What follows belongs to an exercise in optimizing a design on an open flow for small area, a short achievable clock period and few clock cycles per item; a production flow would make more cautious choices. At most, simulation tests tie the RTL to the original design; equivalence was not proved. Power is estimated from default activity; no workload was simulated.

== try-fjord ==
## gsm7_alpha
module gsm7_alpha (
    input  wire        clk,
    input  wire        rst,           
    input  wire        cmd_valid,
    output wire        cmd_ready,
    input  wire [2:0]  cmd_op,
    input  wire [15:0] cmd_len,
    input  wire        in_valid,
    output wire        in_ready,
    input  wire [31:0] in_data,
    output reg         out_valid,
    input  wire        out_ready,
    output wire [20:0] out_data,
    output reg         res_valid,
    input  wire        res_ready,
    output wire [7:0]  res_err,
    output wire [15:0] res_count
);
For scale: about 810 cells after synthesis, roughly 82 flip-flops, about 110 I/O pins, roughly 0.0065 sq mm of cells after synthesis.
clock: 8.0 ns
lec_check: 0
cap_margin: 20
core_margin: 2
core_utilization: 40
slew_margin: 20
synth_hierarchical: 1
run.sh (not shown) runs the stock make flow with config.mk's settings and CLKGATE_MAP_FILE= SYNTH_SCRIPT=/design/flow/synth_recipe.tcl, a recipe that flattens the netlist after the stock synthesis.
Modified inputs, try-maple compared to try-fjord
Settings: a deleted SYNTH_HIERARCHICAL that had been 1.
Findings:
On die area, try-fjord loses to try-maple. Area of the multi-input gates delta for try-maple relative to try-fjord: about 6% lower. try-maple reached the final stage; the timing, DRC and antenna checks on its layout passed. In try-maple the worst hold slack turned out 0.029 ns lower than in try-fjord. Compared with try-fjord, try-maple shows a higher upper clock frequency limit. Cell area went down by a few percent going from try-fjord to try-maple.
Function was not checked in any run of this note: the RTL went through the layout flow alone.


job 101:
gsm7_alpha, a different RTL version from the one above (not shown whole).
Size: about 770 cells after synthesis, about 73 flip-flops, about 110 I/O pins, roughly 5300 um^2 of cells after synthesis.
==> flow/config.mk <==
export PLATFORM = sky130hd
export DESIGN_NAME = gsm7_alpha
export DESIGN_NICKNAME = gsm7_alpha
export VERILOG_FILES = /design/flow/design.v
export SDC_FILE = /design/flow/constraint.sdc
export NUM_CORES = 4
export LEC_CHECK = 0
export ABC_AREA = 1
export CAP_MARGIN = 20
export CORE_MARGIN = 2
export CORE_UTILIZATION = 40
export CTS_BUF_LIST = sky130_fd_sc_hd__clkbuf_8
export CTS_CLUSTER_SIZE = 40
export SETUP_SLACK_MARGIN = 5
export SLEW_MARGIN = 20
export TNS_END_PERCENT = 0
==> flow/constraint.sdc <==
create_clock -name core_clock -period 8.0 [get_ports {clk}]
set_input_delay 1.6000 -clock core_clock [delete_from_list [all_inputs] [get_ports {clk}]]
set_output_delay 1.6000 -clock core_clock [all_outputs]
set_load 0.01 [all_outputs]
standard.sh (not shown) runs the stock make flow with config.mk's settings and CLKGATE_MAP_FILE= SYNTH_SCRIPT=/design/flow/synth_recipe.tcl, a recipe that flattens the netlist after the stock synthesis.
==> flow/flow/run.sh <==
#!/bin/bash
# The standard layout (standard.sh), with plain buf_1 cells as the port buffers
# instead of the default choice (repair_timing resizes them where timing needs it).
set -euo pipefail
bash standard.sh BUFFER_PORTS_ARGS="-buffer_cell sky130_fd_sc_hd__buf_1" finish > standard.log 2>&1
Testbench counts of job 101, summed over its fixed seeds: cycles 38,358, items 35,725.
diff inputs: job 101 => job 102
- a deleted TNS_END_PERCENT that had been 0
- a change of CORE_UTILIZATION from 40 to 50
Setup fix buffers added after clock tree synthesis: job 102 vs job 101 down 1. On worst endpoint required time, the higher figure sits with job 101, not job 102. On job 102: chip width is 12 um lower than what job 101 gave. Job 102: share of total power in the clock network 2.1 points below job 101. For the full die area, job 102 came in about 20% lower than job 101 did. Delta(met1 routing resource usage after global routing, job 102 - job 101) > 0. Job 102: critical path buffer and inverter count lower than job 101. In job 102 the first-pass GRT wire length turned out 0.83% higher than in job 101. Min final worst-path setup slack across job 102 and job 101: job 101. Job 102 falls short of job 101 in worst clock skew on the final layout.
Inputs modified between job 102 and job 103:
- setting PLACE_DENSITY to 0.7 for the first time
- changing CORE_UTILIZATION from 50 to 40
[summary]
Job 103 finished all stages; the layout is clean. Per the comparison of job 103 with job 102, power dissipated in the clock network went up by 8.8%, final area increased 110 um^2, static leakage higher. In the metrics for job 102 and job 103, the one carrying the lower total power per unit cell area is job 102. Job 103 against job 102; vertical die dimension is up by more than 10%. On job 103: sequential share of layout area is 0.60 points lower than what job 102 gave. Job 103 vs job 102, instance count: job 103 higher. Job 103 vs job 102: count of vias placed by the detailed router down slightly.
Edits applied to the flow inputs when going from job 103 to job 104:
- removing PLACE_DENSITY (formerly 0.7)
==> notes.md <==
Leakage power figure: job 104 vs job 103 — no meaningful difference
Job 104 against job 103: internal reg-to-reg setup slack went up 100 ps, via count went down 0.69%.
Job 104 gives less portion of the clock cycle consumed by the worst path in the final layout than job 103 did.
Setup WNS job 103 -> job 104: better
Of the two candidates, job 103 has the better worst max-slew margin expressed relative to the limit and job 104 the worse one.

## re-timing with driven ports
Ports are ideal in the flow. The routed layouts listed here were re-timed in OpenROAD.
Step 1, drivers: a clkbuf_16 drives clk and a buf_2 each remaining input, both assumed.
Step 2 adds t to the input delays and takes it off the output delays; t is the mean of the earliest and latest rising clock arrival at the registers after step 1. Input paths then give back, and output paths get back, about the clock's delay inside the block.
a / b / c = ideal / step 1 / step 2; a / b = the first two.
| run | shift t [ns] | setup WS [ns] | worst setup path after step 2 | clock arrival spread, ns |
|---|---|---|---|---|
| try-fjord | 0.383 | 3.452 / 3.452 / 3.452 | register to register | 0.007 / 0.007 |
| try-maple | 0.376 | 3.514 / 3.514 / 3.514 | register to register | 0.007 / 0.007 |
| job 101 | 0.402 | 5.022 / 5.022 / 4.727 | input to register | 0.009 / 0.009 |
| job 102 | 0.371 | 5.089 / 5.089 / 4.790 | input to register | 0.014 / 0.015 |
| job 103 | 0.397 | 5.018 / 5.018 / 4.711 | input to register | 0.011 / 0.011 |
| job 104 | 0.401 | 5.116 / 5.116 / 4.754 | input to register | 0.009 / 0.009 |
After both steps every run listed still meets setup and hold. For job 104, which loses most, drivers alone change the setup slack by 0.000 ns; drivers and shift together by -0.362 ns.
